This is an optimization exercise on Yosys and OpenROAD, whose aim is small area and few clock cycles, not a production implementation. In this exercise RTL edits were held to simulation tests only and were not proved equivalent to the original. No activity file was given, so power comes from the tool's default toggle rates.

## qurv_codec
module qurv_codec (
    input  wire        clk,
    input  wire        rst,           
    input  wire        step_valid,
    input  wire        step_kind,     
    input  wire [23:0] step_word,
    output reg         done,
    output reg         rdata_valid,
    output reg  [15:0] rdata,
    output wire        tx_valid,
    output wire [7:0]  tx_data,
    input  wire        tx_ready
);
For scale: about 3700 cells after synthesis.
==> flow/config.mk <==
export PLATFORM = sky130hd
export DESIGN_NAME = qurv_codec
export DESIGN_NICKNAME = qurv_codec
export VERILOG_FILES = /design/flow/design.v
export SDC_FILE = /design/flow/constraint.sdc
export NUM_CORES = 4
export LEC_CHECK = 0
export CAP_MARGIN = 20
export CORE_MARGIN = 2
export CORE_UTILIZATION = 60
export CTS_BUF_LIST = sky130_fd_sc_hd__clkbuf_4 sky130_fd_sc_hd__clkbuf_8
export CTS_CLUSTER_DIAMETER = 50
export CTS_CLUSTER_SIZE = 20
export PLACE_DENSITY = 0.75
export SLEW_MARGIN = 20
==> flow/constraint.sdc <==
create_clock -name core_clock -period 10.0 [get_ports {clk}]
set_input_delay 2.0000 -clock core_clock [delete_from_list [all_inputs] [get_ports {clk}]]
set_output_delay 2.0000 -clock core_clock [all_outputs]
set_load 0.01 [all_outputs]
standard.sh (not shown) runs the stock make flow with config.mk's settings and CLKGATE_MAP_FILE= SYNTH_SCRIPT=/design/flow/synth_recipe.tcl, a recipe that flattens the netlist after the stock synthesis.
==> flow/flow/run.sh <==
#!/bin/bash
# The standard layout (the standard.sh, all steps) with two changes:
# - the port buffers use the smallest buffer cell instead of the default one;
# - clock tree synthesis adds no dummy loads (the same clustering and buffers
#   as config.mk asks for otherwise).
export BUFFER_PORTS_ARGS="-buffer_cell sky130_fd_sc_hd__buf_1"
export CTS_ARGS="-sink_clustering_enable -repair_clock_nets -sink_clustering_size 20 -sink_clustering_max_diameter 50 -buf_list {sky130_fd_sc_hd__clkbuf_4 sky130_fd_sc_hd__clkbuf_8} -dont_use_dummy_load"
bash standard.sh > standard.log 2>&1
Testbench counts at the start, summed over its fixed seeds: cycles 56,132.
Change:
--- a/flow/design.v
+++ b/flow/design.v
@@ -111,26 +111,25 @@
     always @(*) begin
         if (tx_st == TS_START)    tx_wire = START;
         else if (tx_st == TS_END) tx_wire = ENDM;
         else if (tx_esc2)         tx_wire = tx_cur + ESC_OFFSET;
         else                      tx_wire = is_reserved(tx_cur) ? ESC : tx_cur;
     end
+    assign tx_valid = tx_busy;
     assign tx_data  = tx_wire;
     wire crc_final = !tx_busy || (tx_st >= TS_C0);
     wire       in_tc  = cmd_in && ((op == 8'h01 && z_ok) ||
                                    (op[7:3] == 5'b00100 &&
                                     ((op[2:0] == 3'd3 || op[2:0] == 3'd5) ? z_ok :
                                      (op[2:0] != 3'd6 && op[2:0] != 3'd7) ? b_ok : 1'b0)));
     wire [2:0] in_tc_op = (op == 8'h01) ? TC_RST : op[2:0];
     wire [2:0] tc_op  = (pend == PD_TX) ? p_op  : in_tc_op;
     wire [7:0] tc_val = lo8;
     wire       push_rdy = tx_len[5] || (tx_len == 6'd0) || (tx_pos0 + 5'd1 == tx_len[4:0]);
     wire       tc_go  = !tx_busy && (tc_op != TC_PUSH || push_rdy) && (in_tc || pend == PD_TX);
     wire       pay_wr = tc_go && tc_op == TC_PUSH && !tx_len[5];
-    wire   send_now = tc_go && tc_op == TC_SEND && xstat != XS_BUSY && fault == 4'h0;
-    assign tx_valid = tx_busy || send_now;
     wire        res_ok  = (xstat == XS_OK) || (xstat == XS_CHECKSUM) || (xstat == XS_ACK);
     wire [5:0]  rx_plen = rx_blen - 6'd6;
     reg [15:0] rd_val;
     always @(*) begin
         case (imm8)
             8'h00: rd_val = {13'd0, xstat};
@@ -209,16 +208,13 @@
             done        <= 1'b0;
             rdata_valid <= 1'b0;
             rdata       <= 16'h0000;
             if (tx_busy && tx_ready) begin
                 case (tx_st)
                     TS_START: tx_st <= TS_H0;
-                    TS_END: begin
-                        tx_busy <= 1'b0;
-                        tx_st   <= TS_START;
-                    end
+                    TS_END:   tx_busy <= 1'b0;
                     default: begin
                         if (!tx_esc2 && tx_cur_is_msg)
                             tx_crc <= crc16_step(tx_crc, tx_cur);
                         if (!tx_esc2 && is_reserved(tx_cur))
                             tx_esc2 <= 1'b1;
                         else begin
@@ -286,13 +282,13 @@
                         end
                     end
                     TC_SEND: begin
                         if (xstat == XS_BUSY || fault != 4'h0) fault <= fault | F_ILLSEQ;
                         else begin
                             tx_busy    <= 1'b1;
-                            tx_st      <= tx_ready ? TS_H0 : TS_START;
+                            tx_st      <= TS_START;
                             tx_esc2    <= 1'b0;
                             tx_crc     <= 16'h0000;
                             sent_kind  <= (tx_type == TYPE_READ)  ? SK_READ  :
                                           (tx_type == TYPE_WRITE) ? SK_WRITE : SK_OTHER;
                             rx_blen    <= 6'd0;
                             rx_count   <= 7'd0;
Worst setup slack gets worse by 0.16 ns.
Synthesized area went down by 1.7%.
Die area went down by 1.7%.
Power went up by 28%.
Global-route usage went up by 1.1 points.
Core utilization went up by 0.28 points.
Critical path depth went down by 5.
Final area went down by 1.5%.
Via count went down by 2.4%.
Cell count went down by 2.6%.
Sequential share of layout area went up by 0.87 points.
Testbench counts after the change, summed over its fixed seeds: cycles 56,530.

---

## trial 68
qurv_codec with an RTL version that a note above also has.
Size: ~3600 cells after synthesis, ~56 I/O pins, ~39000 um2 of cells after synthesis.
Settings: LEC_CHECK=0, CAP_MARGIN=20, CORE_MARGIN=2, CORE_UTILIZATION=60, CTS_BUF_LIST=sky130_fd_sc_hd__clkbuf_4 sky130_fd_sc_hd__clkbuf_8, CTS_CLUSTER_DIAMETER=40, CTS_CLUSTER_SIZE=16, PLACE_DENSITY=0.75, SLEW_MARGIN=20; clock period 10.0 ns.
==> flow/flow/run.sh <==
#!/bin/bash
# The standard layout (the standard.sh, all steps) with two changes:
# - the port buffers use the smallest buffer cell instead of the default one;
# - clock tree synthesis adds no dummy loads (the same clustering and buffers
#   as config.mk asks for otherwise).
export BUFFER_PORTS_ARGS="-buffer_cell sky130_fd_sc_hd__buf_1"
export CTS_ARGS="-sink_clustering_enable -repair_clock_nets -sink_clustering_size 16 -sink_clustering_max_diameter 40 -buf_list {sky130_fd_sc_hd__clkbuf_4 sky130_fd_sc_hd__clkbuf_8} -dont_use_dummy_load"
bash standard.sh > standard.log 2>&1
Testbench counts of trial 68, summed over its fixed seeds: cycles 56,530.
Inputs modified between trial 68 and trial 38:
diff --git a/flow/design.v b/flow/design.v
--- a/flow/design.v
+++ b/flow/design.v
@@ -111,25 +111,26 @@
     always @(*) begin
         if (tx_st == TS_START)    tx_wire = START;
         else if (tx_st == TS_END) tx_wire = ENDM;
         else if (tx_esc2)         tx_wire = tx_cur + ESC_OFFSET;
         else                      tx_wire = is_reserved(tx_cur) ? ESC : tx_cur;
     end
-    assign tx_valid = tx_busy;
     assign tx_data  = tx_wire;
     wire crc_final = !tx_busy || (tx_st >= TS_C0);
     wire       in_tc  = cmd_in && ((op == 8'h01 && z_ok) ||
                                    (op[7:3] == 5'b00100 &&
                                     ((op[2:0] == 3'd3 || op[2:0] == 3'd5) ? z_ok :
                                      (op[2:0] != 3'd6 && op[2:0] != 3'd7) ? b_ok : 1'b0)));
     wire [2:0] in_tc_op = (op == 8'h01) ? TC_RST : op[2:0];
     wire [2:0] tc_op  = (pend == PD_TX) ? p_op  : in_tc_op;
     wire [7:0] tc_val = lo8;
     wire       push_rdy = tx_len[5] || (tx_len == 6'd0) || (tx_pos0 + 5'd1 == tx_len[4:0]);
     wire       tc_go  = !tx_busy && (tc_op != TC_PUSH || push_rdy) && (in_tc || pend == PD_TX);
     wire       pay_wr = tc_go && tc_op == TC_PUSH && !tx_len[5];
+    wire   send_now = tc_go && tc_op == TC_SEND && xstat != XS_BUSY && fault == 4'h0;
+    assign tx_valid = tx_busy || send_now;
     wire        res_ok  = (xstat == XS_OK) || (xstat == XS_CHECKSUM) || (xstat == XS_ACK);
     wire [5:0]  rx_plen = rx_blen - 6'd6;
     reg [15:0] rd_val;
     always @(*) begin
         case (imm8)
             8'h00: rd_val = {13'd0, xstat};
@@ -208,13 +209,16 @@
             done        <= 1'b0;
             rdata_valid <= 1'b0;
             rdata       <= 16'h0000;
             if (tx_busy && tx_ready) begin
                 case (tx_st)
                     TS_START: tx_st <= TS_H0;
-                    TS_END:   tx_busy <= 1'b0;
+                    TS_END: begin
+                        tx_busy <= 1'b0;
+                        tx_st   <= TS_START;
+                    end
                     default: begin
                         if (!tx_esc2 && tx_cur_is_msg)
                             tx_crc <= crc16_step(tx_crc, tx_cur);
                         if (!tx_esc2 && is_reserved(tx_cur))
                             tx_esc2 <= 1'b1;
                         else begin
@@ -282,13 +286,13 @@
                         end
                     end
                     TC_SEND: begin
                         if (xstat == XS_BUSY || fault != 4'h0) fault <= fault | F_ILLSEQ;
                         else begin
                             tx_busy    <= 1'b1;
-                            tx_st      <= TS_START;
+                            tx_st      <= tx_ready ? TS_H0 : TS_START;
                             tx_esc2    <= 1'b0;
                             tx_crc     <= 16'h0000;
                             sent_kind  <= (tx_type == TYPE_READ)  ? SK_READ  :
                                           (tx_type == TYPE_WRITE) ? SK_WRITE : SK_OTHER;
                             rx_blen    <= 6'd0;
                             rx_count   <= 7'd0;
--- outcome ---
Clock period minus final worst setup slack was lower in trial 38 than in trial 68. Trial 38 and trial 68 ended up with nearly the same number of sequential cells in the layout. Changes observed in trial 38 relative to trial 68: non-clock buffer share of cell area ~0 delta; area overhead of the layout relative to synthesis -0.41 points; post-route antenna net violation count ~0 delta; final wirelength ~0 delta; count of clock-buffer cells in the layout -2. Trial 38 vs trial 68: combinational power share down in trial 38. The lower count of plain and timing-repair buffers in the layout came out of trial 68. For trial 68, the critical path class was flip-flop to output pin, unlike trial 38, where it was primary input to flip-flop.
Testbench counts of trial 38, summed over its fixed seeds: cycles 56,132.

---

qurv_codec with an RTL version that a note above also has.
Size in the first run: about 3700 cells after synthesis, roughly 56 I/O pins, roughly 40000 sq um of cells after synthesis.
Settings: LEC_CHECK=0, CAP_MARGIN=20, CORE_MARGIN=2, CORE_UTILIZATION=60, CTS_BUF_LIST=sky130_fd_sc_hd__clkbuf_4 sky130_fd_sc_hd__clkbuf_8, CTS_CLUSTER_DIAMETER=40, CTS_CLUSTER_SIZE=16, PLACE_DENSITY=0.75, SLEW_MARGIN=20; clock period 10.0 ns.
run.sh (not shown) runs the stock make flow with config.mk's settings and CLKGATE_MAP_FILE= SYNTH_SCRIPT=/design/flow/synth_recipe.tcl, a recipe that flattens the netlist after the stock synthesis.
Stock flow here: none of the scripts above is used.
Testbench counts at the start, summed over its fixed seeds: cycles 56,132.
Edit:
--- a/flow/design.v
+++ b/flow/design.v
@@ -110,28 +110,27 @@
     reg [7:0] tx_wire;
     always @(*) begin
         if (tx_st == TS_START)    tx_wire = START;
         else if (tx_st == TS_END) tx_wire = ENDM;
         else if (tx_esc2)         tx_wire = tx_cur + ESC_OFFSET;
         else                      tx_wire = is_reserved(tx_cur) ? ESC : tx_cur;
     end
+    assign tx_valid = tx_busy;
     assign tx_data  = tx_wire;
     wire crc_final = !tx_busy || (tx_st >= TS_C0);
     wire       in_tc  = cmd_in && ((op == 8'h01 && z_ok) ||
                                    (op[7:3] == 5'b00100 &&
                                     ((op[2:0] == 3'd3 || op[2:0] == 3'd5) ? z_ok :
                                      (op[2:0] != 3'd6 && op[2:0] != 3'd7) ? b_ok : 1'b0)));
     wire [2:0] in_tc_op = (op == 8'h01) ? TC_RST : op[2:0];
     wire [2:0] tc_op  = (pend == PD_TX) ? p_op  : in_tc_op;
     wire [7:0] tc_val = lo8;
     wire       push_rdy = tx_len[5] || (tx_len == 6'd0) || (tx_pos0 + 5'd1 == tx_len[4:0]);
     wire       tc_go  = !tx_busy && (tc_op != TC_PUSH || push_rdy) && (in_tc || pend == PD_TX);
     wire       pay_wr = tc_go && tc_op == TC_PUSH && !tx_len[5];
-    wire   send_now = tc_go && tc_op == TC_SEND && xstat != XS_BUSY && fault == 4'h0;
-    assign tx_valid = tx_busy || send_now;
     wire        res_ok  = (xstat == XS_OK) || (xstat == XS_CHECKSUM) || (xstat == XS_ACK);
     wire [5:0]  rx_plen = rx_blen - 6'd6;
     reg [15:0] rd_val;
     always @(*) begin
         case (imm8)
             8'h00: rd_val = {13'd0, xstat};
             8'h01: rd_val = {12'd0, fault};
@@ -208,18 +207,15 @@
         end else begin
             done        <= 1'b0;
             rdata_valid <= 1'b0;
             rdata       <= 16'h0000;
             if (tx_busy && tx_ready) begin
                 case (tx_st)
                     TS_START: tx_st <= TS_H0;
-                    TS_END: begin
-                        tx_busy <= 1'b0;
-                        tx_st   <= TS_START;
-                    end
+                    TS_END:   tx_busy <= 1'b0;
                     default: begin
                         if (!tx_esc2 && tx_cur_is_msg)
                             tx_crc <= crc16_step(tx_crc, tx_cur);
                         if (!tx_esc2 && is_reserved(tx_cur))
                             tx_esc2 <= 1'b1;
                         else begin
                             tx_esc2 <= 1'b0;
@@ -285,15 +281,15 @@
                             tx_len <= tx_len + 6'd1;
                         end
                     end
                     TC_SEND: begin
                         if (xstat == XS_BUSY || fault != 4'h0) fault <= fault | F_ILLSEQ;
                         else begin
                             tx_busy    <= 1'b1;
-                            tx_st      <= tx_ready ? TS_H0 : TS_START;
+                            tx_st      <= TS_START;
                             tx_esc2    <= 1'b0;
                             tx_crc     <= 16'h0000;
                             sent_kind  <= (tx_type == TYPE_READ)  ? SK_READ  :
                                           (tx_type == TYPE_WRITE) ? SK_WRITE : SK_OTHER;
                             rx_blen    <= 6'd0;
                             rx_count   <= 7'd0;
                             rx_state   <= RS_HUNT;
What happened: The changed run produced a clean layout. Non-clock buffer count falls by 25. Via count went down by 1.9%. Routed wire length goes down by 1.2%. Utilization drops by 0.24 points. Worst hold slack gains 0.025 ns. Total power increases by 21%. Worst setup slack got worse by 0.41 ns. Clock skew is lower by 0.0045 ns. Cell area is lower by 2.3%.
Testbench counts after the change, summed over its fixed seeds: cycles 56,530.

==> what the ideal ports hide <==
Ports are ideal in the flow. The routed layouts listed here were re-timed in OpenROAD.
Step 1 (the two cells are an assumption about what drives the block):
set clk [get_ports {clk}]
set_driving_cell -lib_cell sky130_fd_sc_hd__clkbuf_16 $clk
set_driving_cell -lib_cell sky130_fd_sc_hd__buf_2 [delete_from_list [all_inputs] $clk]
Step 2, shift: input delay + t, output delay - t, t = (earliest + latest rising clock arrival at the registers) / 2. This alone moves slack from input paths to output paths.
a / b / c = ideal / step 1 / step 2; a / b = the first two.
run	shift t [ns]	slack for setup (ns)	worst hold slack (ns)	worst setup path at the end	worst register clock-pin slew, ns
the first run of note 1	0.760	1.261 / 1.301 / 0.541	0.260 / 0.260 / 0.260	input to register	0.12 / 0.12
the second run of note 1	0.760	1.098 / 1.030 / 0.804	0.254 / 0.254 / 0.254	input to register	0.12 / 0.12
trial 68	0.794	1.050 / 0.986 / 0.706	0.218 / 0.218 / 0.218	input to register	0.10 / 0.10
trial 38	0.778	1.287 / 1.332 / 0.554	0.256 / 0.256 / 0.256	input to register	0.10 / 0.10
the first run of note 3	0.810	1.105 / 1.039 / 0.455	0.285 / 0.285 / 0.285	input to register	0.10 / 0.10
the second run of note 3	0.824	0.699 / 0.639 / 0.573	0.310 / 0.310 / 0.310	input to register	0.10 / 0.10
After both steps every run listed still meets setup and hold. For trial 38, which loses most, drivers alone change the setup slack by +0.045 ns; drivers and shift together by -0.733 ns.
